From an optimization exercise on the open Yosys and OpenROAD flow, aimed at small area, a short achievable clock period and few clock cycles; shortcuts taken in it are not production practice. Only simulation tests tie the RTL to the original design; equivalence was not proved. Power is estimated from default activity; no workload was simulated.

==> flow/design.v <==
module zmc_pid_step #(
    parameter G = 4
) (
    input                    clk,
    input                    first,      
    input                    en,
    input  [G-1:0]           kp_dig,
    input  [G-1:0]           ki_dig,
    input  [G-1:0]           kd_dig,
    input  signed [17:0]     e,
    input  signed [18:0]     d,
    input  signed [31:0]     i,
    output reg signed [34:0] acc_p,
    output reg signed [49:0] acc_i
);
    reg signed [34:0] sp;
    reg signed [49:0] si;
    integer j;
    always @* begin
        sp = first ? 35'sd0 : (acc_p <<< G);
        si = first ? 50'sd0 : (acc_i <<< G);
        for (j = 0; j < G; j = j + 1) begin
            sp = sp + ((kp_dig[j] ? {{17{e[17]}}, e} : 35'sd0) <<< j);
            si = si + ((kp_dig[j] ? {{32{e[17]}}, e} : 50'sd0) <<< j)
                    + ((ki_dig[j] ? {{18{i[31]}}, i} : 50'sd0) <<< j)
                    + ((kd_dig[j] ? {{31{d[18]}}, d} : 50'sd0) <<< j);
        end
    end
    always @(posedge clk) begin
        if (en) begin
            acc_p <= sp;
            acc_i <= si;
        end
    end
endmodule
module zmc_divider (
    input                    clk,
    input                    rst,
    input                    load,       
    input  signed [35:0]     num,
    input  [15:0]            den,        
    input                    hi,         
    output                   idle,
    output reg               done,       
    output signed [35:0]     q
);
    localparam NW = 36;
    function [5:0] blen36(input [35:0] v);
        integer i;
        begin
            blen36 = 6'd0;
            for (i = 0; i < 36; i = i + 1)
                if (v[i]) blen36 = i + 1;
        end
    endfunction
    function [4:0] blen16(input [15:0] v);
        integer i;
        begin
            blen16 = 5'd0;
            for (i = 0; i < 16; i = i + 1)
                if (v[i]) blen16 = i + 1;
        end
    endfunction
    reg [1:0]    st;         
    reg [3:0]    cnt;
    reg [NW-1:0] m;
    reg [15:0]   r;
    reg [15:0]   dvs;
    reg [17:0]   dvs3;
    reg          neg, hi_q;
    assign idle = (st == 2'd0);
    wire [NW-1:0] mx   = m;               
    wire [5:0]    bn   = blen36(mx);
    wire [4:0]    bd   = blen16(dvs);
    wire signed [7:0] nit = $signed({2'b00, bn}) - $signed({3'b000, bd}) + 8'sd1;
    wire [3:0]    nst  = (nit <= 0) ? 4'd0 : ((nit[6:0] + 7'd3) >> 2);    
    wire [6:0]    sh   = NW - {nst, 2'b00};
    wire [NW+15:0] ld  = {16'd0, mx} << sh;
    reg [15:0]   rs [0:2];
    reg [NW-1:0] ms [0:2];
    integer k;
    always @* begin
        rs[0] = r;
        ms[0] = m;
        for (k = 0; k < 2; k = k + 1) begin : st4
            reg [17:0] s;
            reg [18:0] t1, t2, t3;
            s  = {rs[k], ms[k][NW-1:NW-2]};
            t1 = {1'b0, s} - {3'b000, dvs};
            t2 = {1'b0, s} - {2'b00, dvs, 1'b0};
            t3 = {1'b0, s} - {1'b0, dvs3};
            if (!t3[18]) begin
                rs[k+1] = t3[15:0];
                ms[k+1] = {ms[k][NW-3:0], 2'b11};
            end else if (!t2[18]) begin
                rs[k+1] = t2[15:0];
                ms[k+1] = {ms[k][NW-3:0], 2'b10};
            end else if (!t1[18]) begin
                rs[k+1] = t1[15:0];
                ms[k+1] = {ms[k][NW-3:0], 2'b01};
            end else begin
                rs[k+1] = s[15:0];
                ms[k+1] = {ms[k][NW-3:0], 2'b00};
            end
        end
    end
    wire [15:0] dm1  = dvs - 16'd1;
    wire        cin  = hi_q ? 1'b0 : (neg ? (r != dm1) : (r != 16'd0));
    assign q = (neg ? ~m : m) + {{(NW-1){1'b0}}, cin};
    always @(posedge clk) begin
        if (rst) begin
            st   <= 2'd0;
            done <= 1'b0;
            cnt  <= 4'd0;
            m    <= {NW{1'b0}};
            r    <= 16'd0;
            dvs  <= 16'd0;
            dvs3 <= 18'd0;
            neg  <= 1'b0;
            hi_q <= 1'b0;
        end else begin
            done <= 1'b0;
            case (st)
                2'd1: begin
                    m    <= ld[NW-1:0];
                    r    <= ld[NW+15:NW];
                    cnt  <= nst;
                    dvs3 <= {2'b00, dvs} + {1'b0, dvs, 1'b0};
                    if (nst == 4'd0) begin
                        done <= 1'b1;
                        st   <= 2'd0;
                    end else begin
                        st   <= 2'd2;
                    end
                end
                2'd2: begin
                    m   <= ms[2];
                    r   <= rs[2];
                    cnt <= cnt - 4'd1;
                    if (cnt == 4'd1) begin
                        st   <= 2'd0;
                        done <= 1'b1;
                    end
                end
                default: ;
            endcase
            if (load) begin
                m    <= num[35] ? ~num : num;
                neg  <= num[35];
                hi_q <= hi;
                dvs  <= den;
                st   <= 2'd1;
            end
        end
    end
endmodule
module zmc_servo #(
    parameter PPR      = 2000,   
    parameter S_P      = 8,      
    parameter S_C      = 8,      
    parameter N_D      = 4,      
    parameter DUTY_MAX = 4095    
) (
    input             clk,
    input             rst,
    input             in_valid,
    output            in_ready,
    input      [1:0]  in_op,
    input      [15:0] in_enc,
    input      [15:0] in_cur,
    input      [15:0] in_pos_sp,
    input      [15:0] in_limit,
    input      [15:0] kp_p,
    input      [15:0] ki_p,
    input      [15:0] kd_p,
    input      [15:0] kp_c,
    input      [15:0] ki_c,
    input      [15:0] kd_c,
    output reg        out_valid,
    output     [15:0] trk_abs,
    output     [15:0] cur_sp,
    output     [15:0] duty,
    output            bwd
);
    localparam G  = 4;              
    localparam NM = 16 / G;         
    localparam OP_TRACK  = 2'd0;
    localparam OP_RUN    = 2'd1;
    localparam OP_ZERO   = 2'd2;
    localparam OP_TRESET = 2'd3;
    localparam S_IDLE = 4'd0;
    localparam S_T1   = 4'd1;    
    localparam S_T3P  = 4'd3;    
    localparam S_MACP = 4'd4;
    localparam S_CMPP = 4'd5;
    localparam S_E1   = 4'd6;    
    localparam S_T3C  = 4'd7;    
    localparam S_MACC = 4'd8;
    localparam S_CMPC = 4'd9;
    reg [3:0]  st;
    reg [1:0]  mcnt;                
    reg        mfirst;
    reg [1:0]  op_q;
    reg [15:0] enc_q, pos_q, lim_q;
    reg [14:0] lcur_q;              
    reg [15:0] kpp_q, kip_q, kdp_q, kpc_q, kic_q, kdc_q;
    reg [10:0] trk;
    reg signed [31:0] p_integ, c_integ;
    reg signed [17:0] p_ep, c_ep;
    reg signed [18:0] p_dv, c_dv;
    reg [1:0]         p_dc, c_dc;
    reg [15:0] up_q;
    reg [10:0] trk_o;
    reg [15:0] cs_o;
    reg [11:0] duty_o;
    assign trk_abs = {5'd0, trk_o};
    assign cur_sp  = cs_o;
    assign duty    = {4'd0, duty_o};
    assign bwd     = cs_o[15];
    reg signed [17:0] e_m;
    reg               dhi, dloop, dcmpl;
    reg               dbusy;
    wire div_idle = !dbusy;
    wire [11:0] rx  = {1'b0, enc_q[10:0]} + {2'b00, enc_q[15:11], 5'd0} + {3'b000, enc_q[15:11], 4'd0};
    wire        rc  = (rx >= 12'd2000);
    wire [10:0] raw = rc ? rx - 12'd2000 : rx[10:0];
    wire signed [17:0] y    = $signed({2'b00, pos_q}) - $signed({6'd0, rx});
    wire               lt_a = y < -18'sd1000;
    wire               lt_b = y < -18'sd3000;
    wire               ge_a = y >= 18'sd1000;
    wire               ge_b = y >= -18'sd1000;
    wire               p_lt = rc ? lt_b : lt_a;
    wire               p_ge = rc ? ge_b : ge_a;
    wire signed [17:0] y_m1 = y - 18'sd2000;
    wire signed [17:0] y_p1 = y + 18'sd2000;
    wire signed [17:0] y_p2 = y + 18'sd4000;
    wire signed [17:0] pe_s = rc ? (p_lt ? y_p2 : p_ge ? y    : y_p1)
                                 : (p_lt ? y_p1 : p_ge ? y_m1 : y);
    wire [15:0]        sp_mag = up_q[15] ? -up_q : up_q;
    wire signed [17:0] e_c    = $signed({2'b00, sp_mag}) - $signed({3'b000, lcur_q});
    wire               lc      = (st == S_T3C);
    wire signed [31:0] integ   = lc ? c_integ : p_integ;
    wire signed [17:0] ep      = lc ? c_ep : p_ep;
    wire signed [18:0] dv      = lc ? c_dv : p_dv;
    wire [1:0]         dc      = lc ? c_dc : p_dc;
    wire signed [32:0] isum    = integ + e_m;
    wire signed [31:0] i_sat   = (isum > 33'sd2147483647)  ? 32'sh7fffffff :
                                 (isum < -33'sd2147483648) ? 32'sh80000000 : isum[31:0];
    wire signed [18:0] d_samp  = e_m - ep;
    wire               samp    = (dc == 2'd0);
    wire signed [18:0] d_new   = samp ? d_samp : dv;
    wire signed [17:0] ep_new  = samp ? e_m : ep;
    wire [1:0]         dc_new  = dc + 2'd1;
    wire        nx_c   = (st == S_T3C) || (st == S_MACC);
    wire [15:0] g_kp   = nx_c ? kpc_q : kpp_q;
    wire [15:0] g_ki   = nx_c ? kic_q : kip_q;
    wire [15:0] g_kd   = nx_c ? kdc_q : kdp_q;
    wire [15:0] g_or   = g_kp | g_ki | g_kd;
    wire [1:0]  g_top  = (g_or[15:12] != 4'd0) ? 2'd3 :
                         (g_or[11:8]  != 4'd0) ? 2'd2 :
                         (g_or[7:4]   != 4'd0) ? 2'd1 : 2'd0;
    wire [1:0]  ndig   = (st == S_T3P || st == S_T3C) ? g_top : mcnt - 2'd1;
    reg [G-1:0] kp_dig, ki_dig, kd_dig;
    always @(posedge clk) begin
        kp_dig <= g_kp[ndig*G +: G];
        ki_dig <= g_ki[ndig*G +: G];
        kd_dig <= g_kd[ndig*G +: G];
    end
    reg         mac_c;                
    wire signed [34:0] acc_p;
    wire signed [49:0] acc_i;
    zmc_pid_step #(.G(G)) u_mac (
        .clk(clk), .first(mfirst), .en(st == S_MACP || st == S_MACC),
        .kp_dig(kp_dig), .ki_dig(ki_dig), .kd_dig(kd_dig),
        .e(e_m), .d(mac_c ? c_dv : p_dv), .i(mac_c ? c_integ : p_integ), .acc_p(acc_p), .acc_i(acc_i)
    );
    wire               cmp_c  = mac_c;
    wire signed [49:0] rawv   = acc_i;
    wire signed [41:0] uf     = rawv >>> 8;
    wire signed [17:0] hi     = cmp_c ? 18'sd4095 : $signed({2'b00, lim_q});
    wire signed [17:0] lo     = cmp_c ? 18'sd0    : -$signed({2'b00, lim_q});
    wire               sat_hi = uf > hi;
    wire               sat_lo = uf < lo;
    wire [15:0]        u16    = sat_hi ? hi[15:0] : sat_lo ? lo[15:0] : rawv[23:8];
    wire signed [35:0] num_h  = ($signed(hi) <<< 8) - acc_p;
    wire signed [35:0] num_l  = ($signed(lo) <<< 8) - acc_p;
    wire signed [35:0] numv   = sat_hi ? num_h : num_l;
    wire [15:0]        ki_cur = cmp_c ? kic_q : kip_q;
    wire               need_div = (sat_hi | sat_lo) && (ki_cur != 16'd0);
    wire               dv_load = ((st == S_CMPP) || (st == S_CMPC)) && need_div && div_idle;
    wire               dv_done;
    wire signed [35:0] qv;
    zmc_divider u_div (
        .clk(clk), .rst(rst), .load(dv_load), .num(numv), .den(ki_cur), .hi(sat_hi),
        .idle(), .done(dv_done), .q(qv)
    );
    wire signed [31:0] icur = dloop ? c_integ : p_integ;
    wire signed [35:0] ic36 = icur;
    wire signed [31:0] inew = dhi ? ((qv < ic36) ? ((qv < -36'sd2147483648) ? 32'sh80000000 : qv[31:0]) : icur)
                                  : ((qv > ic36) ? ((qv > 36'sd2147483647)  ? 32'sh7fffffff : qv[31:0]) : icur);
    wire is_run    = (op_q == OP_RUN);
    wire done_main = (st == S_T1 && !is_run && div_idle) || (st == S_CMPC);
    assign in_ready = (st == S_IDLE) || done_main;
    wire accept    = in_valid && in_ready;
    always @(posedge clk) begin
        if (rst) begin
            st        <= S_IDLE;
            mcnt      <= 2'd0;
            mfirst    <= 1'b0;
            out_valid <= 1'b0;
            op_q      <= 2'd0;
            enc_q     <= 16'd0;
            pos_q     <= 16'd0;
            lim_q     <= 16'd0;
            lcur_q    <= 15'd0;
            kpp_q     <= 16'd0;
            kip_q     <= 16'd0;
            kdp_q     <= 16'd0;
            kpc_q     <= 16'd0;
            kic_q     <= 16'd0;
            kdc_q     <= 16'd0;
            trk       <= 11'd0;
            p_integ   <= 32'sd0;
            c_integ   <= 32'sd0;
            p_ep      <= 18'sd0;
            c_ep      <= 18'sd0;
            p_dv      <= 19'sd0;
            c_dv      <= 19'sd0;
            p_dc      <= 2'd0;
            c_dc      <= 2'd0;
            up_q      <= 16'd0;
            trk_o     <= 11'd0;
            cs_o      <= 16'd0;
            duty_o    <= 12'd0;
            e_m       <= 18'sd0;
            dhi       <= 1'b0;
            dloop     <= 1'b0;
            dcmpl     <= 1'b0;
            dbusy     <= 1'b0;
        end else begin
            out_valid <= 1'b0;
            if (dv_done) begin
                if (dloop) c_integ <= inew;
                else       p_integ <= inew;
                if (dcmpl) out_valid <= 1'b1;
                dbusy <= 1'b0;
            end
            case (st)
                S_T1: begin
                    case (op_q)
                        OP_TRACK, OP_RUN: trk <= raw;
                        OP_TRESET:        trk <= 11'd0;
                        default: ;
                    endcase
                    if (is_run) begin
                        e_m <= pe_s;
                        st  <= S_T3P;
                    end
                    else if (div_idle) begin
                        if (op_q == OP_ZERO) begin
                            p_integ <= 32'sd0; c_integ <= 32'sd0;
                            p_ep    <= 18'sd0; c_ep    <= 18'sd0;
                            p_dv    <= 19'sd0; c_dv    <= 19'sd0;
                            p_dc    <= 2'd0;   c_dc    <= 2'd0;
                        end
                        trk_o     <= (op_q == OP_TRACK) ? raw : (op_q == OP_TRESET) ? 11'd0 : trk;
                        out_valid <= 1'b1;
                        st        <= S_IDLE;
                    end
                end
                S_T3P, S_T3C: begin
                    if (st == S_T3P || div_idle) begin
                        if (lc) begin
                            c_integ <= i_sat; c_ep <= ep_new; c_dv <= d_new; c_dc <= dc_new;
                        end else begin
                            p_integ <= i_sat; p_ep <= ep_new; p_dv <= d_new; p_dc <= dc_new;
                        end
                        mcnt   <= g_top;
                        mfirst <= 1'b1;
                        mac_c  <= lc;
                        st    <= lc ? S_MACC : S_MACP;
                    end
                end
                S_MACP, S_MACC: begin
                    mcnt   <= mcnt - 2'd1;
                    mfirst <= 1'b0;
                    if (mcnt == 2'd0) st <= (st == S_MACP) ? S_CMPP : S_CMPC;
                end
                S_CMPP: begin
                    if (!need_div || div_idle) begin
                        up_q    <= u16;
                        if (need_div) begin
                            dhi   <= sat_hi;
                            dloop <= 1'b0;
                            dcmpl <= 1'b0;
                            dbusy <= 1'b1;
                        end
                        st <= S_E1;
                    end
                end
                S_E1: begin
                    e_m <= e_c;
                    st  <= S_T3C;
                end
                S_CMPC: begin
                    trk_o   <= trk;
                    cs_o    <= up_q;
                    duty_o  <= u16[11:0];
                    if (need_div) begin
                        dhi   <= sat_hi;
                        dloop <= 1'b1;
                        dcmpl <= 1'b1;
                        dbusy <= 1'b1;
                    end else begin
                        out_valid <= 1'b1;
                    end
                    st <= S_IDLE;
                end
                default: ;
            endcase
            if (accept) begin
                op_q   <= in_op;
                enc_q  <= in_enc;
                pos_q  <= in_pos_sp;
                lim_q  <= in_limit;
                lcur_q <= in_cur[15] ? 15'h7fff : in_cur[14:0];
                kpp_q  <= kp_p;
                kip_q  <= ki_p;
                kdp_q  <= kd_p;
                kpc_q  <= kp_c;
                kic_q  <= ki_c;
                kdc_q  <= kd_c;
                st     <= S_T1;
            end
        end
    end
endmodule
==> flow/run.sh <==
#!/bin/bash
# synth_recipe.tcl (not shown) runs the flow's synth.tcl, then flattens the netlist and writes it again
# the make line also repeats each setting of config.mk as NAME=value (left out here)
make -C /OpenROAD-flow-scripts/flow DESIGN_CONFIG=/design/flow/config.mk WORK_HOME=/design/flow/orfs CLKGATE_MAP_FILE= SYNTH_SCRIPT=/design/flow/synth_recipe.tcl finish
==> flow/config.mk <==
export PLATFORM = sky130hd
export DESIGN_NAME = zmc_servo
export DESIGN_NICKNAME = zmc_servo
export VERILOG_FILES = /design/flow/design.v
export SDC_FILE = /design/flow/constraint.sdc
export NUM_CORES = 4
export LEC_CHECK = 0
export ABC_CLOCK_PERIOD_IN_PS = 6000
export CAP_MARGIN = 20
export CORE_MARGIN = 2
export CORE_UTILIZATION = 40
export PLACE_DENSITY = 0.6
export SLEW_MARGIN = 20
==> flow/constraint.sdc <==
create_clock -name core_clock -period 24.0 [get_ports {clk}]
set_input_delay 4.8000 -clock core_clock [delete_from_list [all_inputs] [get_ports {clk}]]
set_output_delay 4.8000 -clock core_clock [all_outputs]
set_load 0.01 [all_outputs]
==> results of run 1 <==
metal layers:
layer	vias to the layer above	global-route usage, %
met5	-	0
met2	2092	42.0
li1	26900	-
met1	27800	36.6
met4	0	7.75
met3	345	4.41
flip-flops by register name, indices dropped and copies added, names as in the netlist, 18 cells and up:
register     cells
u_mac.acc_i     50
u_div.dvs3      18
c_dv            19
e_m             18
p_ep            18
u_mac.acc_p     35
p_dv            19
p_integ         32
u_div.m         36
c_ep            18
c_integ         32
synth_stat cells, types with 60 or more instances:
master	n	share of area, %
nand3_1	115	0.91
o22ai_1	89	0.88
nand2_1	953	5.6
edfxtp_1	86	4.1
dfxtp_1	505	16
nor2_1	627	3.7
o21a_1	73	0.86
a21o_1	121	1.4
xnor2_1	288	4.0
nand2b_1	66	0.65
nor2b_1	181	1.8
mux2_2	86	1.5
a31oi_1	60	0.59
ha_1	453	8.9
mux2i_1	207	3.3
inv_1	602	3.6
xor2_1	104	1.4
and2_1	105	1.0
clkbuf_1	296	1.8
o211ai_1	63	0.75
nor3_1	178	1.4
o21ai_0	332	2.6
fa_1	497	16
a21oi_1	651	5.1
a211oi_1	145	1.7
through the flow:
stage / setup WS [ps] / cell area [um2]
finish: 15350 / 69800
floorplan: 16060 / 63500
CTS: 15450 / 69800
detailed placement: 15520 / 67300
global route: 14540 / 69800
global placement: 15730 / 67300
worst max path at each step:
| stage | cells after the start | start | slack (ps) | to |
|---|---|---|---|---|
| finish | 35 | u_div.dvs[1] | 15350 | p_integ[29] |
| global route | 35 | u_div.dvs[1] | 14540 | p_integ[30] |
| CTS | 35 | u_div.dvs[1] | 15450 | p_integ[29] |
| detailed placement | 35 | u_div.dvs[1] | 15520 | p_integ[29] |
| global placement | 35 | u_div.dvs[1] | 15730 | p_integ[29] |
| floorplan | 20 | mac_c | 16060 | u_mac.acc_i[43] |
layout by cell type (no fill, tap or decap), types with 74 or more instances in the layout:
master	n
nand2_1	950
a21oi_1	650
nor2_1	624
inv_1	601
dfxtp_1	502
fa_1	495
ha_1	450
o21ai_0	331
xnor2_1	288
mux2i_1	207
clkdlybuf4s50_1	205
nor2b_1	180
nor3_1	177
a211oi_1	145
a21o_1	121
nand3_1	114
xor2_1	104
and2_1	103
buf_4	102
o22ai_1	89
mux2_2	86
edfxtp_1	86
clkbuf_16	74
worst register-to-register path, delay by kind of cell, from the launching register on:
family	cells	cell delay (ps)
flip-flops	1	540
AO/OA/AOI/OAI	15	4350
AND/OR/NAND/NOR	11	1510
adder cells (fa/ha/maj)	4	1080
XOR/XNOR	2	270
buffers and inverters	3	790
final cells by class:
type                            instances  area share (%)
Clock buffer                          101            2.96
Clock inverter                         30           0.579
Inverter                              607            3.27
Multi-Input combinational cell       6142            67.2
Sequential cell                       591            18.2
Tap cell                             2072            3.71
Timing Repair Buffer                  308            4.06
power by group:
part / internal, uW / total, uW / switching, uW
clock: 655 / 1160 / 502
combinational: 229 / 625 / 396
sequential: 1030 / 1060 / 29.3
kinds of logic after synthesis:
group / Yosys count
AND/OR/NAND/NOR: 2514
buffers and inverters: 1015
adder cells (fa/ha/maj): 951
AO/OA/AOI/OAI: 1981
XOR/XNOR: 394
multiplexers: 293
other: 1
flip-flops: 591
==> summary.txt, run 1 <==
Slew @ Worst Pin = 1100 ps
Crit Path Category = reg -> reg
Max VDD drop = 0.0480 mV
Final Max Slew Viols = 0
RD Place Congestion = 0.931
Static Leak = 0.0296 uW
Setup Buffers After CTS = 0
CP Launch Type = flop
synth warn = 5
post-layout minimum cycle time = 8650 ps
htree depth = 3
simple-gate portion of the synthesized area = 18.4%
DR WL/cell = 22.0 um
drt first pass iters = 7
HP Start = kdc_q[0]
ANT cells = 0
CP Max Fanout = 24
largest family of logic cells by synthesized area = adder cells
setup TNS = 0 ps
reg-to-reg startpoint = u_div.dvs[1]
Fin. Hold Viols = 0
global-route wire length before repair = 336000 um
Initial Util = 40.2%
adder-cell share of the synthesized area = 24.6%
Synth Cell Area = 63500 um2
register area share after synthesis = 20.0%
Top Ports = 216
Top Family by Delay on Critical Path = compound AO/OA/AOI/OAI gates
wire length on met3 = 16700 um
Post-synth EDFFs = 86
asr flop ratio synth = 0%
Netlist cell types = 122
Crit path top cell by count = nand2_1
Cell Pwr Density = 40.7 nW/um2
Clock Latency Late Sink = 700 ps
fmax = 116 MHz
CTS Buffer Depth = 3
die area = 162000 um2
Hold WS = 452 ps
DRT antenna net count = 0
Top FF cell, synth = dfxtp_1
r2r endpoint = p_integ[29]
row count = 146
XOR/XNOR share of the synthesized area = 5.47%
WHS Path Cells = 2
Final Util = 44.2%
Num CTS Buffers = 73
area of the multi-input gates = 46900 um2
CTS resizes = 0
FF-to-FF path depth = 35
CTS tree = done
DP Cell Count = 9720
total gr overflow = 0
Worst EP required = 24580 ps
largest net degree at the start of global routing = 96
met2 wire len = 98000 um
initial antenna violation count = 1
nets@finish = 8838
number of synthesized register bits = 591
multiplexer share of the synthesized area = 4.79%
drt drc = 0
Reg area = 12700 um2
Max Clock Skew = 51.2 ps
Hold-fix buffers, CTS = 0
area of the core = 158000 um2
arrival time worst endpoint = 9220 ps
RSZ-0062 raised after global routing = false
Buf+Inv Stages, Crit Path = 3
compound-cell area share of the yosys netlist = 20.3%
Worst path max stage delay = 910 ps
Finished Layout Cells = 9851
top sig layer = met4
initial drt markers = 5455
Final Setup Violations = 0
Syn Area/Cell = 8.20 um2
total track usage = 26.4%
PortBufs = 206
DR vias/cell = 5.80
vias in the first global route = 55600
Hold Crit Class = reg -> reg
max-cap check violation count = 0
Filler cells = 15800
Clk pin slew, worst setup/hold paths = 60 ps
critical path's slowest cell = o32ai_2
Area Overhead vs Synth = 9.97%
Vias = 57200
outcome = finished clean
Clock Tree Root = clkbuf_16
Worst R2R Setup Slack = 15350 ps
Hold EP = kdc_q[0]
Rel. slew slack = 26.2%
Final period util = 36.0%
Sink Count = 591
final wirelength = 217000 um
Die Span Y = 402 um
Post-Synthesis Cells = 7740
Design Power = 2840 uW
share of layout cells above drive strength 1 = 5.66%
M1 WL = 95200 um
CP Capture Type = flop
DP Wirelength = 168000 um
die width = 402 um
Testbench counts, summed over its fixed seeds: cycles 135,526.
==> inputs of run 2 (changes only) <==
--- a/flow/design.v
+++ b/flow/design.v
@@ -44,13 +44,7 @@
     output reg               done,       
-    output signed [35:0]     q
+    output signed [35:0]     q,
+    output signed [35:0]     qx,         
+    output                   qc
 );
     localparam NW = 36;
-    function [5:0] blen36(input [35:0] v);
-        integer i;
-        begin
-            blen36 = 6'd0;
-            for (i = 0; i < 36; i = i + 1)
-                if (v[i]) blen36 = i + 1;
-        end
-    endfunction
     function [4:0] blen16(input [15:0] v);
@@ -63,2 +57,3 @@
     endfunction
+    wire [4:0]   bdm1 = blen16(den) - 5'd1;
     reg [1:0]    st;         
@@ -68,12 +63,24 @@
     reg [15:0]   dvs;
+    reg [15:0]   dvs_m1;
     reg [17:0]   dvs3;
     reg          neg, hi_q;
+    reg [1:0]    bg, bp;       
     assign idle = (st == 2'd0);
     wire [NW-1:0] mx   = m;               
-    wire [5:0]    bn   = blen36(mx);
-    wire [4:0]    bd   = blen16(dvs);
-    wire signed [7:0] nit = $signed({2'b00, bn}) - $signed({3'b000, bd}) + 8'sd1;
-    wire [3:0]    nst  = (nit <= 0) ? 4'd0 : ((nit[6:0] + 7'd3) >> 2);    
+    reg  [8:0]    nz;
+    reg  [3:0]    gi;
+    integer       gk;
+    always @* begin
+        for (gk = 0; gk < 9; gk = gk + 1) nz[gk] = |mx[4*gk +: 4];
+        gi = 4'd0;
+        for (gk = 0; gk < 9; gk = gk + 1) if (nz[gk]) gi = gk;
+    end
+    wire [3:0]    nib  = mx[4*gi +: 4];
+    wire [1:0]    pos  = nib[3] ? 2'd3 : nib[2] ? 2'd2 : nib[1] ? 2'd1 : 2'd0;
+    wire signed [5:0] nsd = $signed({2'b00, gi}) - $signed({4'b0000, bg}) + $signed({5'b00000, (pos >= bp)});
+    wire [3:0]    nst  = ((nz == 9'd0) || nsd <= 0) ? 4'd0 : nsd[3:0];    
     wire [6:0]    sh   = NW - {nst, 2'b00};
     wire [NW+15:0] ld  = {16'd0, mx} << sh;
+    wire [NW-1:0]  pad = neg ? ~({NW{1'b1}} << sh) : {NW{1'b0}};
+    wire [1:0]     qi  = {2{neg}};
     reg [15:0]   rs [0:2];
@@ -93,12 +100,12 @@
                 rs[k+1] = t3[15:0];
-                ms[k+1] = {ms[k][NW-3:0], 2'b11};
+                ms[k+1] = {ms[k][NW-3:0], 2'b11 ^ qi};
             end else if (!t2[18]) begin
                 rs[k+1] = t2[15:0];
-                ms[k+1] = {ms[k][NW-3:0], 2'b10};
+                ms[k+1] = {ms[k][NW-3:0], 2'b10 ^ qi};
             end else if (!t1[18]) begin
                 rs[k+1] = t1[15:0];
-                ms[k+1] = {ms[k][NW-3:0], 2'b01};
+                ms[k+1] = {ms[k][NW-3:0], 2'b01 ^ qi};
             end else begin
                 rs[k+1] = s[15:0];
-                ms[k+1] = {ms[k][NW-3:0], 2'b00};
+                ms[k+1] = {ms[k][NW-3:0], 2'b00 ^ qi};
             end
@@ -106,5 +113,6 @@
     end
-    wire [15:0] dm1  = dvs - 16'd1;
-    wire        cin  = hi_q ? 1'b0 : (neg ? (r != dm1) : (r != 16'd0));
-    assign q = (neg ? ~m : m) + {{(NW-1){1'b0}}, cin};
+    wire        cin  = hi_q ? 1'b0 : (neg ? (r != dvs_m1) : (r != 16'd0));
+    assign qx = m;
+    assign qc = cin;
+    assign q  = qx + {{(NW-1){1'b0}}, cin};
     always @(posedge clk) begin
@@ -117,2 +125,3 @@
             dvs  <= 16'd0;
+            dvs_m1 <= 16'd0;
             dvs3 <= 18'd0;
@@ -120,2 +129,4 @@
             hi_q <= 1'b0;
+            bg   <= 2'd0;
+            bp   <= 2'd0;
         end else begin
@@ -124,3 +135,3 @@
                 2'd1: begin
-                    m    <= ld[NW-1:0];
+                    m    <= ld[NW-1:0] | pad;
                     r    <= ld[NW+15:NW];
@@ -151,2 +162,5 @@
                 dvs  <= den;
+                bg   <= bdm1[3:2];
+                bp   <= bdm1[1:0];
+                dvs_m1 <= den - 16'd1;
                 st   <= 2'd1;
@@ -300,4 +314,7 @@
                                   : ((qv > ic36) ? ((qv > 36'sd2147483647)  ? 32'sh7fffffff : qv[31:0]) : icur);
+    reg        pnd, pnd_fire, pnd_zero;
+    reg [10:0] pnd_val;
     wire is_run    = (op_q == OP_RUN);
-    wire done_main = (st == S_T1 && !is_run && div_idle) || (st == S_CMPC);
+    wire nr_go     = !pnd && !pnd_fire;
+    wire done_main = (st == S_T1 && !is_run && nr_go) || (st == S_CMPC);
     assign in_ready = (st == S_IDLE) || done_main;
@@ -307,2 +324,6 @@
             st        <= S_IDLE;
+            pnd       <= 1'b0;
+            pnd_fire  <= 1'b0;
+            pnd_zero  <= 1'b0;
+            pnd_val   <= 11'd0;
             mcnt      <= 2'd0;
@@ -347,2 +368,17 @@
             end
+            if (dv_done && pnd) begin
+                pnd      <= 1'b0;
+                pnd_fire <= 1'b1;
+            end
+            if (pnd_fire) begin
+                pnd_fire  <= 1'b0;
+                trk_o     <= pnd_val;
+                out_valid <= 1'b1;
+                if (pnd_zero) begin
+                    c_integ <= 32'sd0;
+                    c_ep    <= 18'sd0;
+                    c_dv    <= 19'sd0;
+                    c_dc    <= 2'd0;
+                end
+            end
             case (st)
@@ -358,12 +394,25 @@
                     end
-                    else if (div_idle) begin
+                    else if (nr_go) begin
                         if (op_q == OP_ZERO) begin
-                            p_integ <= 32'sd0; c_integ <= 32'sd0;
-                            p_ep    <= 18'sd0; c_ep    <= 18'sd0;
-                            p_dv    <= 19'sd0; c_dv    <= 19'sd0;
-                            p_dc    <= 2'd0;   c_dc    <= 2'd0;
+                            p_integ <= 32'sd0;
+                            p_ep    <= 18'sd0;
+                            p_dv    <= 19'sd0;
+                            p_dc    <= 2'd0;
+                        end
+                        if (div_idle) begin
+                            if (op_q == OP_ZERO) begin
+                                c_integ <= 32'sd0;
+                                c_ep    <= 18'sd0;
+                                c_dv    <= 19'sd0;
+                                c_dc    <= 2'd0;
+                            end
+                            trk_o     <= (op_q == OP_TRACK) ? raw : (op_q == OP_TRESET) ? 11'd0 : trk;
+                            out_valid <= 1'b1;
+                        end else begin
+                            pnd_zero <= (op_q == OP_ZERO);
+                            pnd_val  <= (op_q == OP_TRACK) ? raw : (op_q == OP_TRESET) ? 11'd0 : trk;
+                            if (dv_done) pnd_fire <= 1'b1;
+                            else         pnd      <= 1'b1;
                         end
-                        trk_o     <= (op_q == OP_TRACK) ? raw : (op_q == OP_TRESET) ? 11'd0 : trk;
-                        out_valid <= 1'b1;
-                        st        <= S_IDLE;
+                        st <= S_IDLE;
                     end
@@ -371,3 +420,3 @@
                 S_T3P, S_T3C: begin
-                    if (st == S_T3P || div_idle) begin
+                    if (st == S_T3P || (div_idle && nr_go)) begin
                         if (lc) begin
==> run 2 against run 1 <==
  * Power increased by 8.0%
  * Combinational power increased by 8.8%
  * Count of clock-buffer cells in the layout increased by 11
  * Fmax increased by 0.28%
==> summary.txt, run 2 <==
Filler cells = 15900 (+0.77%)
Die Span Y = 405 um (+0.58%)
Top FF cell, synth = dfxtp_1
initial antenna violation count = 7 (+6)
Final period util = 35.9% (-0.099 points)
Num CTS Buffers = 80 (+9.6%)
register area share after synthesis = 20.8% (+0.83 points)
final instance area = 70800 um2 (+1.4%)
drt first pass iters = 6 (-1)
area of the multi-input gates = 47300 um2 (+0.75%)
Top Ports = 216 (unchanged)
Clk pwr share = 41.2% (+0.5 points)
multiplexer share of the synthesized area = 5.67% (+0.88 points)
simple-gate portion of the synthesized area = 18.7% (+0.30 points)
Psw = 1010 uW (+8.6%)
Crit Path Category = reg -> reg
Hold Crit Class = reg -> reg
htree depth = 3 (unchanged)
Sink Count = 625 (+5.8%)
Fin. Hold Viols = 0 (unchanged)
Sw Share = 32.8% (+0.17 points)
wire length on met3 = 17600 um (+5.4%)
Placed Instance Area = 68000 um2 (+1.1%)
initial drt markers = 5378 (-1.4%)
CP Cell Sequence = buf_4, buf_4, mux2_2, and2_1, fa_1, inv_1, fa_1, inv_1, fa_1, fa_1, fa_1, ha_1, a21o_1, a21o_1, a21o_1, a21oi_1, o2bb2ai_1, o21ai_0, o31ai_1, o21a_1, a221oi_1, mux2i_1, nand3_1
PortBufs = 206 (unchanged)
Netlist cell types = 126 (+3.3%)
area of the core = 160000 um2 (+1.3%)
Post-Synthesis Cells = 7721 (-0.25%)
number of synthesized register bits = 625 (+5.8%)
commonest non-fill, non-tap cell in the layout = nand2_1
HP Start = pnd_val[7]
Area Overhead vs Synth = 10.2%
post-layout minimum cycle time = 8620 ps (-23.7 ps)
Vias = 58600 (+2.5%)
Flop pwr share = 36.6% (-0.6 points)
adder-cell share of the synthesized area = 23.6% (-1.0 points)
Synth top cells by count = 992 x nand2_1, 642 x a21oi_1, 567 x nor2_1
M1 WL = 100000 um (+5.5%)
Pint = 2060 uW (+7.7%)
CP Max Fanout = 59 (+150%)
Worst EP required = 24460 ps (-120 ps)
Reg area = 13400 um2 (+5.4%)
most frequent cells in the layout = 988 x nand2_1, 640 x a21oi_1, 561 x nor2_1
row count = 147 (+0.68%)
Logic pwr share = 22.2% (+0.2 points)
Place WS = 15450 ps (-68.1 ps)
Yosys top cell area share = 16.8% (+0.88 points)
Crit path top cell by count = fa_1
drt drc = 0 (unchanged)
Clock Latency Late Sink = 720 ps (+20 ps)
Setup Buffers After CTS = 0 (unchanged)
XOR/XNOR share of the synthesized area = 5.06% (-0.42 points)
Clk pin slew, worst setup/hold paths = 70 ps (about the same)
fmax = 116 MHz (+0.28%)
Post-synth EDFFs = 86 (unchanged)
Hold WS = 451 ps (-0.730 ps)
compound-cell area share of the yosys netlist = 20.2% (-0.082 points)
Synth Cell Area = 64200 um2 (+1.2%)
arrival time worst endpoint = 9080 ps (-140 ps)
CTS tree = done
final setup margin = 15380 ps (+23.7 ps)
total gr overflow = 0 (unchanged)
DR WL/cell = 23.5 um (+7.0%)
Clock Tree Root = clkbuf_16
vias in the first global route = 58200 (+4.6%)
setup TNS = 0 ps (unchanged)
CTS Buffer Depth = 3 (unchanged)
Slew @ Worst Pin = 1150 ps (+50.1 ps)
CP Launch Type = flop
DP Wirelength = 179000 um (+6.5%)
share of layout cells above drive strength 1 = 5.72% (+0.060 points)
Syn Area/Cell = 8.32 um2 (+1.4%)
RD Place Congestion = 0.988 (+6.1%)
top sig layer = met5
Cell Pwr Density = 43.3 nW/um2 (+6.5%)
max reg flops = 50 (unchanged)
Worst path max stage delay = 840 ps (-70 ps)
max-cap check violation count = 0 (unchanged)
met2 wire len = 106000 um (+7.9%)
crit path launch = mac_c
Max VDD drop = 0.0541 mV (+13%)
Worst R2R Setup Slack = 15380 ps (+20 ps)
largest family of logic cells by synthesized area = adder cells
DRT antenna net count = 0 (unchanged)
CP Capture Type = flop
Hold-fix buffers, CTS = 0 (unchanged)
synth warn = 5 (unchanged)
Top reg by flops = u_mac.acc_i
Final Setup Violations = 0 (unchanged)
CTS resizes = 0 (unchanged)
critical path's slowest cell = buf_4
Initial Util = 40.1% (about the same)
count leader, synth = nand2_1
Static Leak = 0.0309 uW (+4.6%)
DR vias/cell = 5.95 (+2.5%)
largest net degree at the start of global routing = 97 (+1.0%)
nets@finish = 8795 (-0.49%)
global-route wire length before repair = 357000 um (+6.3%)
Rel. slew slack = 23.4% (-2.8 points)
Max Clock Skew = 38.1 ps (-13.1 ps)
reg-to-reg startpoint = mac_c
die width = 405 um (+0.58%)
die area = 164000 um2 (+1.2%)
RSZ-0062 raised after global routing = false
outcome = finished clean
asr flop ratio synth = 0% (unchanged)
top cells by area, synth = dfxtp_1 17%, fa_1 15%, ha_1 8.5%, nand2_1 5.8%, a21oi_1 5.0%
total track usage = 28.1% (+1.7 points)
Largest regs = u_mac.acc_i x50, u_div.m x36, u_mac.acc_p x35
final wirelength = 232000 um (+7.1%)
Final Max Slew Viols = 0 (unchanged)
Yosys top cell by area = dfxtp_1
run 2: cell type report:
class	instances	area share, %
Inverter	523	2.78
Tap cell	2086	3.69
Clock inverter	29	0.536
Multi-Input combinational cell	6170	66.8
Timing Repair Buffer	308	4.01
Antenna cell	3	0.0106
Sequential cell	625	18.9
Clock buffer	112	3.27
run 2: cell families after synthesis:
logic type	count (synthesis)
and+or+nand+nor	2568
AOI/OAI and AO/OA	1953
buffers and inverters	934
adders and majority gates	922
DFF	625
xor gates and xnor gates	369
muxes	349
other	1
run 2: power by group through the flow:
stage | registers [uW] | logic (uW) | clock network, uW
floorplan | 1120 | 474 | 0
global placement | 1140 | 663 | 0
detailed placement | 1140 | 666 | 0
CTS | 1120 | 670 | 1280
global route | 1120 | 740 | 1320
finish | 1120 | 680 | 1260
run 2: path summary, 6_finish.rpt:
kind	endpoint	cells past startpoint
setup reg to reg	u_mac.acc_i[46]	23
hold / removal	pnd_val[7]	2
hold reg to reg	pnd_val[7]	2
setup / recovery	u_mac.acc_i[46]	23
run 2: stage by stage:
stage | instances | total power (uW) | utilization, %
after floorplan | 7729 | 1600 | -
after global placement | 9710 | 1810 | 42.5
after detailed placement | 9710 | 1810 | 42.5
after CTS | 9851 | 3070 | 44.2
after global routing | 9856 | 3190 | 44.2
final | 9856 | 3070 | 44.2
run 2: routing by layer:
metal  vias up  global-route usage [%]
met3       411                    5.19
met4         2                    9.22
li1      27100                       -
met5         -                       0
met2      2245                    45.3
met1     28800                    37.7
run 2: critical path: cells and delay by family, from the launching register on:
| family | cells | cell delay, ps |
|---|---|---|
| AOI/OAI and AO/OA | 9 | 2470 |
| DFF | 1 | 360 |
| and+or+nand+nor | 2 | 280 |
| muxes | 2 | 690 |
| buffers and inverters | 4 | 1550 |
| adders and majority gates | 6 | 2970 |
Testbench counts of run 2, summed over its fixed seeds: cycles 129,763.
==> inputs of run 3 (changes only) <==
--- a/flow/config.mk
+++ b/flow/config.mk
@@ -8,3 +8,3 @@
 export ABC_CLOCK_PERIOD_IN_PS = 6000
-export CAP_MARGIN = 20
+export CAP_MARGIN = 5
 export CORE_MARGIN = 2
@@ -12,2 +12,2 @@
 export PLACE_DENSITY = 0.6
-export SLEW_MARGIN = 20
+export SLEW_MARGIN = 5
==> run 3 against run 2 <==
  * Non-clock buffer count decreased by 2
  * Via count about the same
  * Cell area decreased by 0.16%
  * Worst setup slack got worse by 12 ps
  * Power decreased by 1.3%
  * Clock power decreased by 3%
  * Register-to-register slack about the same
  * Synthesized area unchanged
  * Critical path depth unchanged
  * Critical endpoint unchanged
==> summary.txt, run 3 <==
Post-synth EDFFs = 86 (unchanged)
Yosys top cell area share = 16.8% (unchanged)
die area = 164000 um2 (unchanged)
Design Power = 3020 uW (-1.3%)
Num CTS Buffers = 79 (-1.3%)
arrival time worst endpoint = 9090 ps (about the same)
top cells by area, synth = dfxtp_1 17%, fa_1 15%, ha_1 8.5%, nand2_1 5.8%, a21oi_1 5.0%
Filler cells = 15900 (+0.050%)
Syn Area/Cell = 8.32 um2 (unchanged)
Sink Count = 625 (unchanged)
share of layout cells above drive strength 1 = 5.60% (-0.12 points)
CTS tree = done
CP Launch Type = flop
initial drt markers = 5506 (+2.4%)
DP Cell Count = 9710 (unchanged)
Final period util = 36.0% (+0.049 points)
Static Leak = 0.0309 uW (-0.21%)
Yosys top cell by area = dfxtp_1
asr flop ratio synth = 0% (unchanged)
Top reg by flops = u_mac.acc_i
Clock Latency Late Sink = 710 ps (about the same)
vias in the first global route = 58200 (+0.052%)
max reg flops = 50 (unchanged)
global-route wire length before repair = 356000 um (about the same)
Synth top cells by count = 992 x nand2_1, 642 x a21oi_1, 567 x nor2_1
Initial Util = 40.1% (unchanged)
Top Ports = 216 (unchanged)
Worst EP required = 24450 ps (about the same)
drt first pass iters = 9 (+3)
Fin. Hold Viols = 0 (unchanged)
Worst R2R Setup Slack = 15360 ps (about the same)
Post-Synthesis Cells = 7721 (unchanged)
DR vias/cell = 5.95 (about the same)
CTS Buffer Depth = 3 (unchanged)
area of the core = 160000 um2 (unchanged)
final setup margin = 15360 ps (-11.7 ps)
die width = 405 um (unchanged)
Rel. slew slack = 12.0% (-11 points)
DP Wirelength = 179000 um (about the same)
Clk pwr share = 40.5% (-0.7 points)
Setup Buffers After CTS = 0 (unchanged)
Clk pin slew, worst setup/hold paths = 60 ps (about the same)
synth warn = 5 (unchanged)
Netlist cell types = 126 (unchanged)
Hold Crit Class = reg -> reg
total track usage = 28.0% (-0.034 points)
PortBufs = 206 (unchanged)
Final Max Slew Viols = 0 (unchanged)
Die Span Y = 405 um (unchanged)
fmax = 116 MHz (-0.14%)
Slew @ Worst Pin = 1320 ps (+170 ps)
count leader, synth = nand2_1
drt drc = 0 (unchanged)
Logic pwr share = 22.4% (+0.2 points)
nets@finish = 8792 (-0.034%)
Place WS = 15430 ps (-24.1 ps)
register area share after synthesis = 20.8% (unchanged)
Pint = 2030 uW (-1.5%)
Cell Pwr Density = 42.8 nW/um2 (-1.2%)
Placed Instance Area = 68000 um2 (about the same)
largest net degree at the start of global routing = 97 (unchanged)
Synth Cell Area = 64200 um2 (unchanged)
WHS Path Cells = 2 (unchanged)
Area Overhead vs Synth = 10.0%
Max VDD drop = 0.0580 mV (+7.1%)
number of synthesized register bits = 625 (unchanged)
DRT antenna net count = 0 (unchanged)
CP Capture Type = flop
CP Max Fanout = 59 (unchanged)
total gr overflow = 0 (unchanged)
FF-to-FF path depth = 23 (unchanged)
Finished Layout Cells = 9856 (unchanged)
Flop pwr share = 37.1% (+0.5 points)
Max Clock Skew = 28.4 ps (-9.71 ps)
Sw Share = 32.9% (+0.10 points)
RD Place Congestion = 0.988 (unchanged)
row count = 147 (unchanged)
Final Setup Violations = 0 (unchanged)
final instance area = 70700 um2 (-0.16%)
Top FF cell, synth = dfxtp_1
Clock Tree Root = clkbuf_16
Psw = 996 uW (-1.0%)
Hold-fix buffers, CTS = 0 (unchanged)
max-cap check violation count = 0 (unchanged)
initial antenna violation count = 8 (+1)
RSZ-0062 raised after global routing = false
setup TNS = 0 ps (unchanged)
Vias = 58600 (-0.017%)
Crit Path Category = reg -> reg
htree depth = 3 (unchanged)
post-layout minimum cycle time = 8640 ps (+11.7 ps)
DR WL/cell = 23.5 um (-0.32%)
Largest regs = u_mac.acc_i x50, u_div.m x36, u_mac.acc_p x35
most frequent cells in the layout = 989 x nand2_1, 640 x a21oi_1, 561 x nor2_1
outcome = finished clean
CTS resizes = 0 (unchanged)
final wirelength = 231000 um (-0.32%)
commonest non-fill, non-tap cell in the layout = nand2_1
-- run 3: changes by cell type in the layout (fill, tap and decap cells not counted), sizes merged --
cell,change
clkinvlp,+4
bufinv,-1
diode,+1
clkbuf,+1
buf,-2
clkinv,-1
inv,-2
-- run 3: metal layers --
metal / GRT usage [%] / wire, um / share of wire (%) / vias to the layer above
li1: - / - / - / 27100
met1: 37.6 / 100000 / 43 / 28800
met2: 45.0 / 105000 / 45 / 2196
met3: 5.24 / 17800 / 7.7 / 440
met4: 9.63 / 8470 / 3.7 / 4
met5: 0 / 23 / 0.0099 / -
-- run 3: cells by family (layout without fill, tap and decap cells) --
group	count (synthesis)	after routing	synth area share [%]
flip-flops	625	625	20.8
buffers and inverters	934	971	5.86
adder cells (fa/ha/maj)	922	922	23.6
AO/OA/AOI/OAI	1953	1953	20.2
multiplexers	349	349	5.67
AND/OR/NAND/NOR	2568	2568	18.7
XOR/XNOR	369	369	5.06
other	1	13	0.00584
-- run 3: cell type report --
class / count / area (um2) / area share [%]
Timing Repair Buffer: 306 / 2820 / 3.99
Clock buffer: 113 / 2260 / 3.19
Sequential cell: 625 / 13400 / 18.9
Antenna cell: 4 / 10.0 / 0.0142
Clock inverter: 29 / 363 / 0.514
Tap cell: 2086 / 2610 / 3.69
Multi-Input combinational cell: 6170 / 47300 / 66.9
Inverter: 523 / 1970 / 2.78
-- run 3: critical path: stages (launching register included) --
cell and delay [ps]:
edfxtp_1 360, buf_4 600, buf_4 850, mux2_2 450, and2_1 190, fa_1 560
inv_1 70, fa_1 510, inv_1 50, fa_1 490, fa_1 530, fa_1 500
ha_1 400, a21o_1 210, a21o_1 180, a21o_1 170, a21oi_1 180, o2bb2ai_1 170
o21ai_0 600, o31ai_1 200, o21a_1 290, a221oi_1 470, mux2i_1 240, nand3_1 80
-- run 3: power by group through the flow --
stage	registers (uW)	clock network [uW]	logic, uW
floorplan	1120	0	474
global route	1120	1280	739
global placement	1140	0	663
finish	1120	1220	678
detailed placement	1140	0	666
CTS	1120	1240	670
-- run 3: stage by stage --
| step | hold WS, ps | utilization [%] |
|---|---|---|
| 6_report | 452 | 44.2 |
| 5_1_grt | 473 | 44.2 |
| 4_1_cts | 452 | 44.1 |
| 3_5_place_dp | 444 | 42.5 |
| 3_3_place_gp | 439 | 42.5 |
| 2_1_floorplan | 433 | - |
-- run 3: path summary, 6_finish.rpt --
check | start | end
max reg2reg | mac_c | u_mac.acc_i[46]
max | mac_c | u_mac.acc_i[46]
min reg2reg | pnd_val[7] | pnd_val[7]
min | pnd_val[7] | pnd_val[7]
==> inputs of run 4 (changes only) <==
--- a/flow/design.v
+++ b/flow/design.v
@@ -209,3 +209,2 @@
     localparam S_CMPP = 4'd5;
-    localparam S_E1   = 4'd6;    
     localparam S_T3C  = 4'd7;    
@@ -252,5 +251,15 @@
                                  : (p_lt ? y_p1 : p_ge ? y_m1 : y);
-    wire [15:0]        sp_mag = up_q[15] ? -up_q : up_q;
-    wire signed [17:0] e_c    = $signed({2'b00, sp_mag}) - $signed({3'b000, lcur_q});
-    wire               lc      = (st == S_T3C);
+    function signed [17:0] ec_of(input [15:0] v, input [14:0] lc);
+        reg [15:0] m;
+        begin
+            m = v[15] ? -v : v;
+            ec_of = $signed({2'b00, m}) - $signed({3'b000, lc});
+        end
+    endfunction
+    reg                lsel;       
+    wire               lc      = lsel;
+    reg signed [31:0]  x_m;
+    reg signed [18:0]  d_m;
+    reg signed [17:0]  hi_r, lo_r;
+    reg                kinz;
     wire signed [31:0] integ   = lc ? c_integ : p_integ;
@@ -288,3 +297,3 @@
         .kp_dig(kp_dig), .ki_dig(ki_dig), .kd_dig(kd_dig),
-        .e(e_m), .d(mac_c ? c_dv : p_dv), .i(mac_c ? c_integ : p_integ), .acc_p(acc_p), .acc_i(acc_i)
+        .e(e_m), .d(d_m), .i(x_m), .acc_p(acc_p), .acc_i(acc_i)
     );
@@ -293,4 +302,4 @@
     wire signed [41:0] uf     = rawv >>> 8;
-    wire signed [17:0] hi     = cmp_c ? 18'sd4095 : $signed({2'b00, lim_q});
-    wire signed [17:0] lo     = cmp_c ? 18'sd0    : -$signed({2'b00, lim_q});
+    wire signed [17:0] hi     = hi_r;
+    wire signed [17:0] lo     = lo_r;
     wire               sat_hi = uf > hi;
@@ -302,9 +311,16 @@
     wire [15:0]        ki_cur = cmp_c ? kic_q : kip_q;
-    wire               need_div = (sat_hi | sat_lo) && (ki_cur != 16'd0);
+    wire               need_div = (sat_hi | sat_lo) && kinz;
+    wire [15:0]        rmid   = rawv[23:8];
+    wire signed [17:0] ec_m_p = $signed({2'b00, rmid}) - $signed({3'b000, lcur_q});
+    wire signed [17:0] ec_m_n = $signed({2'b00, ~rmid}) + $signed({3'b111, ~lcur_q}) + 18'sd2;
+    wire signed [17:0] e_c    = sat_hi ? ec_of(hi[15:0], lcur_q) :
+                                sat_lo ? ec_of(lo[15:0], lcur_q) :
+                                rmid[15] ? ec_m_n : ec_m_p;
     wire               dv_load = ((st == S_CMPP) || (st == S_CMPC)) && need_div && div_idle;
     wire               dv_done;
-    wire signed [35:0] qv;
+    wire signed [35:0] qv, qx;
+    wire               qc;
     zmc_divider u_div (
         .clk(clk), .rst(rst), .load(dv_load), .num(numv), .den(ki_cur), .hi(sat_hi),
-        .idle(), .done(dv_done), .q(qv)
+        .idle(), .done(dv_done), .q(qv), .qx(qx), .qc(qc)
     );
@@ -312,11 +328,48 @@
     wire signed [35:0] ic36 = icur;
-    wire signed [31:0] inew = dhi ? ((qv < ic36) ? ((qv < -36'sd2147483648) ? 32'sh80000000 : qv[31:0]) : icur)
-                                  : ((qv > ic36) ? ((qv > 36'sd2147483647)  ? 32'sh7fffffff : qv[31:0]) : icur);
-    reg        pnd, pnd_fire, pnd_zero;
-    reg [10:0] pnd_val;
+    wire signed [35:0] dq   = qx - ic36;
+    wire               d_m1 = &dq;
+    wire               d_z  = (dq == 36'sd0);
+    wire               take = dhi ? (dq[35] && !(qc && d_m1))
+                                  : (qc ? !dq[35] : (!dq[35] && !d_z));
+    wire               x_lt = qx[35] && (qx[35:31] != 5'b11111);         
+    wire               x_em = (qx[35:31] == 5'b11110) && (&qx[30:0]);      
+    wire               x_ge = !qx[35] && (qx[35:31] != 5'b00000);        
+    wire               x_eq = (qx[35:31] == 5'b00000) && (&qx[30:0]);      
+    wire               oor  = dhi ? (x_lt && !(qc && x_em)) : (x_ge || (qc && x_eq));
+    wire signed [31:0] satv = dhi ? 32'sh80000000 : 32'sh7fffffff;
+    wire signed [31:0] q32  = qx[31:0] + {31'd0, qc};
+    wire signed [31:0] inew = take ? (oor ? satv : q32) : icur;
+    wire               df_c  = dv_done && dloop;
+    wire signed [37:0] qe    = qx + e_m + $signed({37'd0, qc});
+    wire signed [31:0] qe_s  = (qe > 38'sd2147483647)  ? 32'sh7fffffff :
+                               (qe < -38'sd2147483648) ? 32'sh80000000 : qe[31:0];
+    wire signed [32:0] se    = satv + e_m;
+    wire signed [31:0] se_s  = (se > 33'sd2147483647)  ? 32'sh7fffffff :
+                               (se < -33'sd2147483648) ? 32'sh80000000 : se[31:0];
+    wire signed [31:0] i_t3c = (df_c && take) ? (oor ? se_s : qe_s) : i_sat;
     wire is_run    = (op_q == OP_RUN);
-    wire nr_go     = !pnd && !pnd_fire;
-    wire done_main = (st == S_T1 && !is_run && nr_go) || (st == S_CMPC);
-    assign in_ready = (st == S_IDLE) || done_main;
-    wire accept    = in_valid && in_ready;
+    reg  rdy;                      
+    reg  rdy_n;                    
+    assign in_ready = !rdy_n;
+    wire accept    = in_valid && rdy;
+    reg  [3:0] st_n;
+    reg        dbusy_n;
+    always @* begin
+        st_n = st;
+        case (st)
+            S_T1:   st_n = is_run ? S_T3P : (div_idle ? S_IDLE : S_T1);
+            S_T3P:  st_n = S_MACP;
+            S_T3C:  st_n = (div_idle || df_c) ? S_MACC : S_T3C;
+            S_MACP: st_n = (mcnt == 2'd0) ? S_CMPP : S_MACP;
+            S_MACC: st_n = (mcnt == 2'd0) ? S_CMPC : S_MACC;
+            S_CMPP: st_n = (!need_div || div_idle) ? S_T3C : S_CMPP;
+            S_CMPC: st_n = S_IDLE;
+            default: ;
+        endcase
+        if (accept) st_n = S_T1;
+        dbusy_n = dbusy;
+        if (dv_done) dbusy_n = 1'b0;
+        if (dv_load) dbusy_n = 1'b1;
+    end
+    wire [1:0] op_n = accept ? in_op : op_q;
     always @(posedge clk) begin
@@ -324,6 +377,10 @@
             st        <= S_IDLE;
-            pnd       <= 1'b0;
-            pnd_fire  <= 1'b0;
-            pnd_zero  <= 1'b0;
-            pnd_val   <= 11'd0;
+            rdy       <= 1'b1;
+            rdy_n     <= 1'b0;
+            lsel      <= 1'b0;
+            x_m       <= 32'sd0;
+            d_m       <= 19'sd0;
+            hi_r      <= 18'sd0;
+            lo_r      <= 18'sd0;
+            kinz      <= 1'b0;
             mcnt      <= 2'd0;
@@ -362,2 +419,6 @@
             out_valid <= 1'b0;
+            rdy   <= (st_n == S_IDLE) || (st_n == S_CMPC) ||
+                     (st_n == S_T1 && op_n != OP_RUN && !dbusy_n);
+            rdy_n <= !((st_n == S_IDLE) || (st_n == S_CMPC) ||
+                       (st_n == S_T1 && op_n != OP_RUN && !dbusy_n));
             if (dv_done) begin
@@ -368,17 +429,2 @@
             end
-            if (dv_done && pnd) begin
-                pnd      <= 1'b0;
-                pnd_fire <= 1'b1;
-            end
-            if (pnd_fire) begin
-                pnd_fire  <= 1'b0;
-                trk_o     <= pnd_val;
-                out_valid <= 1'b1;
-                if (pnd_zero) begin
-                    c_integ <= 32'sd0;
-                    c_ep    <= 18'sd0;
-                    c_dv    <= 19'sd0;
-                    c_dc    <= 2'd0;
-                end
-            end
             case (st)
@@ -391,2 +437,3 @@
                     if (is_run) begin
+                        lsel <= 1'b0;
                         e_m <= pe_s;
@@ -394,25 +441,12 @@
                     end
-                    else if (nr_go) begin
+                    else if (div_idle) begin
                         if (op_q == OP_ZERO) begin
-                            p_integ <= 32'sd0;
-                            p_ep    <= 18'sd0;
-                            p_dv    <= 19'sd0;
-                            p_dc    <= 2'd0;
+                            p_integ <= 32'sd0; c_integ <= 32'sd0;
+                            p_ep    <= 18'sd0; c_ep    <= 18'sd0;
+                            p_dv    <= 19'sd0; c_dv    <= 19'sd0;
+                            p_dc    <= 2'd0;   c_dc    <= 2'd0;
                         end
-                        if (div_idle) begin
-                            if (op_q == OP_ZERO) begin
-                                c_integ <= 32'sd0;
-                                c_ep    <= 18'sd0;
-                                c_dv    <= 19'sd0;
-                                c_dc    <= 2'd0;
-                            end
-                            trk_o     <= (op_q == OP_TRACK) ? raw : (op_q == OP_TRESET) ? 11'd0 : trk;
-                            out_valid <= 1'b1;
-                        end else begin
-                            pnd_zero <= (op_q == OP_ZERO);
-                            pnd_val  <= (op_q == OP_TRACK) ? raw : (op_q == OP_TRESET) ? 11'd0 : trk;
-                            if (dv_done) pnd_fire <= 1'b1;
-                            else         pnd      <= 1'b1;
-                        end
-                        st <= S_IDLE;
+                        trk_o     <= (op_q == OP_TRACK) ? raw : (op_q == OP_TRESET) ? 11'd0 : trk;
+                        out_valid <= 1'b1;
+                        st        <= S_IDLE;
                     end
@@ -420,5 +454,5 @@
                 S_T3P, S_T3C: begin
-                    if (st == S_T3P || (div_idle && nr_go)) begin
+                    if (st == S_T3P || div_idle || df_c) begin
                         if (lc) begin
-                            c_integ <= i_sat; c_ep <= ep_new; c_dv <= d_new; c_dc <= dc_new;
+                            c_integ <= i_t3c; c_ep <= ep_new; c_dv <= d_new; c_dc <= dc_new;
                         end else begin
@@ -426,2 +460,7 @@
                         end
+                        x_m  <= lc ? i_t3c : i_sat;
+                        d_m  <= d_new;
+                        hi_r <= lc ? 18'sd4095 : $signed({2'b00, lim_q});
+                        lo_r <= lc ? 18'sd0    : -$signed({2'b00, lim_q});
+                        kinz <= lc ? (kic_q != 16'd0) : (kip_q != 16'd0);
                         mcnt   <= g_top;
@@ -440,2 +479,4 @@
                         up_q    <= u16;
+                        e_m     <= e_c;
+                        lsel    <= 1'b1;
                         if (need_div) begin
@@ -446,9 +487,5 @@
                         end
-                        st <= S_E1;
+                        st <= S_T3C;
                     end
                 end
-                S_E1: begin
-                    e_m <= e_c;
-                    st  <= S_T3C;
-                end
                 S_CMPC: begin
@@ -469,3 +506,3 @@
             endcase
-            if (accept) begin
+            if (rdy) begin
                 op_q   <= in_op;
@@ -481,4 +518,4 @@
                 kdc_q  <= kd_c;
-                st     <= S_T1;
             end
+            if (accept) st <= S_T1;
         end
--- a/flow/config.mk
+++ b/flow/config.mk
@@ -8,3 +8,3 @@
 export ABC_CLOCK_PERIOD_IN_PS = 6000
-export CAP_MARGIN = 5
+export CAP_MARGIN = 20
 export CORE_MARGIN = 2
@@ -12,2 +12,2 @@
 export PLACE_DENSITY = 0.6
-export SLEW_MARGIN = 5
+export SLEW_MARGIN = 20
==> run 4 against run 3 <==
  * Register-to-register slack better by 240 ps
  * Routed wire length up 19%
  * Synthesized cell count up 16%
  * Critical path depth up 2
==> summary.txt, run 4 <==
outcome = finished clean
CP Launch Type = flop
row count = 157 (+6.8%)
Post-synth EDFFs = 86 (unchanged)
CTS tree = done
global-route wire length before repair = 413000 um (+16%)
compound-cell area share of the yosys netlist = 20.3% (+0.10 points)
Static Leak = 0.0359 uW (+16%)
DRT antenna net count = 0 (unchanged)
Hold-fix buffers, CTS = 0 (unchanged)
Post-Synthesis Cells = 8982 (+16%)
nets@finish = 10200 (+16%)
Slew @ Worst Pin = 1140 ps (-177 ps)
count leader, synth = nor2_1
Netlist cell types = 101 (-20%)
Final Max Slew Viols = 0 (unchanged)
Yosys top cell by area = dfxtp_1
Max VDD drop = 0.0530 mV (-8.6%)
max reg flops = 50 (unchanged)
top cells by area, synth = dfxtp_1 17%, fa_1 14%, ha_1 9.5%, mux2i_1 5.6%, nor2_1 5.3%
Top FF cell, synth = dfxtp_1
initial drt markers = 6072 (+10%)
Rel. slew slack = 23.3% (+11 points)
PortBufs = 206 (unchanged)
Initial Util = 40.2% (about the same)
die width = 432 um (+6.8%)
register area share after synthesis = 20.3% (-0.55 points)
area of the multi-input gates = 54600 um2 (+16%)
Synth Cell Area = 73400 um2 (+14%)
Sink Count = 700 (+12%)
Die Span Y = 432 um (+6.8%)
Cell Pwr Density = 41.5 nW/um2 (-3.0%)
DP Cell Count = 11200 (+16%)
largest net degree at the start of global routing = 148 (+53%)
Setup Buffers After CTS = 0 (unchanged)
Fin. Hold Viols = 0 (unchanged)
Clk pwr share = 41.9% (+1.4 points)
Clock Latency Late Sink = 750 ps (+40 ps)
total gr overflow = 0 (unchanged)
synth warn = 5 (unchanged)
Hold Crit Class = reg -> reg
htree depth = 3 (unchanged)
max-cap check violation count = 0 (unchanged)
Filler cells = 18300 (+15%)
share of layout cells above drive strength 1 = 5.29% (-0.31 points)
post-layout minimum cycle time = 8400 ps (-236 ps)
Final period util = 35.0% (-0.98 points)
CTS resizes = 0 (unchanged)
total track usage = 28.6% (+0.56 points)
simple-gate portion of the synthesized area = 17.7% (-1.1 points)
arrival time worst endpoint = 8990 ps (-100 ps)
DR WL/cell = 24.0 um (+2.5%)
Yosys top cell area share = 16.8% (-0.052 points)
drt drc = 0 (unchanged)
DP Wirelength = 212000 um (+19%)
most frequent cells in the layout = 1040 x nor2_1, 755 x nand2_1, 636 x a21oi_1
Max Clock Skew = 68.5 ps (+40.1 ps)
commonest non-fill, non-tap cell in the layout = nor2_1
asr flop ratio synth = 0% (unchanged)
Worst EP required = 24590 ps (+140 ps)
Largest regs = u_mac.acc_i x50, u_div.m x36, u_mac.acc_p x35
XOR/XNOR share of the synthesized area = 5.81% (+0.76 points)
DR vias/cell = 5.95 (about the same)
die area = 187000 um2 (+14%)
final wirelength = 274000 um (+19%)
Crit Path Category = reg -> reg
largest family of logic cells by synthesized area = adder cells
adder-cell share of the synthesized area = 23.3% (-0.31 points)
area of the core = 183000 um2 (+14%)
Clk pin slew, worst setup/hold paths = 60 ps (about the same)
Reg area = 14900 um2 (+11%)
CTS Buffer Depth = 3 (unchanged)
multiplexer share of the synthesized area = 7.00% (+1.3 points)
fmax = 119 MHz (+2.8%)
Clock Tree Root = clkbuf_16
CP Max Fanout = 69 (+17%)
Top Ports = 216 (unchanged)
Area Overhead vs Synth = 10.0% (about the same)
number of synthesized register bits = 700 (+12%)
Pint = 2280 uW (+12%)
Synth top cells by count = 1042 x nor2_1, 758 x nand2_1, 636 x a21oi_1
Num CTS Buffers = 85 (+7.6%)
Logic pwr share = 20.9% (-1.5 points)
RSZ-0062 raised after global routing = false
vias in the first global route = 66100 (+13%)
initial antenna violation count = 11 (+3)
Flop pwr share = 37.2% (about the same)
Sw Share = 32.0% (-0.92 points)
Syn Area/Cell = 8.17 um2 (-1.8%)
setup TNS = 0 ps (unchanged)
Top reg by flops = u_mac.acc_i
CP Capture Type = flop
drt first pass iters = 6 (-3)
Finished Layout Cells = 11400 (+16%)
RD Place Congestion = 0.986 (-0.14%)
Psw = 1070 uW (+7.8%)
Final Setup Violations = 0 (unchanged)
Vias = 67800 (+16%)
[run 4: changes by cell type in the layout (fill, tap and decap cells not counted), sizes merged, moves of 52 or more]
cell   delta
a22oi    -59
dfxtp    +75
ha      +117
inv      +91
mux2i   +145
nand2   -233
nor2    +474
o21ai   +272
xnor2    +66
xor2     +52
[run 4: area by class of cell]
| cell class | instances | area share (%) |
|---|---|---|
| Sequential cell | 700 | 18.4 |
| Multi-Input combinational cell | 7219 | 67.6 |
| Tap cell | 2385 | 3.70 |
| Inverter | 609 | 2.83 |
| Clock buffer | 118 | 3.01 |
| Timing Repair Buffer | 329 | 3.70 |
| Clock inverter | 40 | 0.680 |
| Antenna cell | 2 | 0.00620 |
[run 4: kinds of logic (layout without fill, tap and decap cells)]
family	after synthesis	after routing
other	1	11
buffers and inverters	1071	1096
multiplexers	497	497
AO/OA/AOI/OAI	2327	2327
AND/OR/NAND/NOR	2833	2833
XOR/XNOR	487	487
flip-flops	700	700
adder cells (fa/ha/maj)	1066	1066
[run 4: routing by layer]
metal	GRT usage (%)	routed length, um
met1	38.1	117000
met2	45.4	124000
met3	4.23	18700
met4	13.6	14600
met5	0	13
[run 4: critical path, cell delays in order, from the launching register on]
cell and delay, ps:
dfxtp_1 690, inv_1 250, ha_1 370, nand2_1 80, or3_1 470, a21oi_1 190
nor2_1 110, a31oi_4 670, buf_4 730, o21ai_0 320, ha_1 410, a21o_1 180
a21oi_1 150, o21ai_0 220, a221oi_1 400, o31ai_1 130, buf_4 170, a2111oi_0 390
buf_4 230, nor2_1 80, a21oi_1 260, o21ai_0 310, o31ai_4 280, buf_4 530
xnor2_1 160, a221oi_1 320
[run 4: final timing paths]
check / depth (start not counted) / from / slack [ps] / end
max: 25 / hi[15] / 15600 / u_div.m[7]
min: 2 / c_dv[6] / 450 / c_dv[6]
max reg2reg: 25 / hi[15] / 15600 / u_div.m[7]
min reg2reg: 2 / c_dv[6] / 450 / c_dv[6]
[run 4: through the flow]
| step | total power, uW | cell area [um2] | util [%] | worst slack [ps] | hold slack [ps] |
|---|---|---|---|---|---|
| 2_1_floorplan | 1740 | 73400 | - | 16200 | 417 |
| 3_3_place_gp | 1950 | 77700 | 42.5 | 16070 | 425 |
| 3_5_place_dp | 1960 | 77700 | 42.5 | 15930 | 438 |
| 4_1_cts | 3360 | 80700 | 44.2 | 15800 | 453 |
| 5_1_grt | 3480 | 80700 | 44.2 | 15060 | 472 |
| 6_report | 3350 | 80700 | 44.2 | 15600 | 454 |
[run 4: power groups by stage]
stage          combinational [uW]  sequential [uW]  clock [uW]
2_1_floorplan                 485             1260           0
3_3_place_gp                  682             1270           0
3_5_place_dp                  686             1270           0
4_1_cts                       691             1250        1420
5_1_grt                       764             1250        1460
6_report                      702             1250        1410
Testbench counts of run 4, summed over its fixed seeds: cycles 125,559.

==> what the ideal ports hide <==
How much do the figures lean on ideal ports? The routed layouts below were timed once more, with nothing changed but the port constraints. Step 1 sets driving cells, clkbuf_16 on the clock port and buf_2 on the other inputs (assumed; they add their load-dependent delay and slew). Step 2 times the ports against the registers' clock, not the clock port: input delays grow and output delays shrink by t, the midpoint of the rising clock arrivals with the driver on. Slacks: no drivers / after step 1 / after step 2; pairs: no drivers / after step 1.
| run | t (ns) | setup WS [ns] | worst register clock-pin slew, ns | pins driven straight from the clock port |
|---|---|---|---|---|
| run 1 | 0.758 | 15.353 / 15.353 / 15.353 | 0.07 / 0.07 | 1 |
| run 2 | 0.791 | 15.376 / 15.376 / 15.289 | 0.07 / 0.07 | 1 |
| run 3 | 0.784 | 15.365 / 15.365 / 15.339 | 0.07 / 0.07 | 1 |
| run 4 | 0.811 | 15.601 / 15.601 / 15.601 | 0.07 / 0.07 | 1 |
After both steps every run listed still meets setup and hold. The setup slack of run 2, which loses most, moves by 0.000 ns with the drivers and by -0.087 ns with both steps.
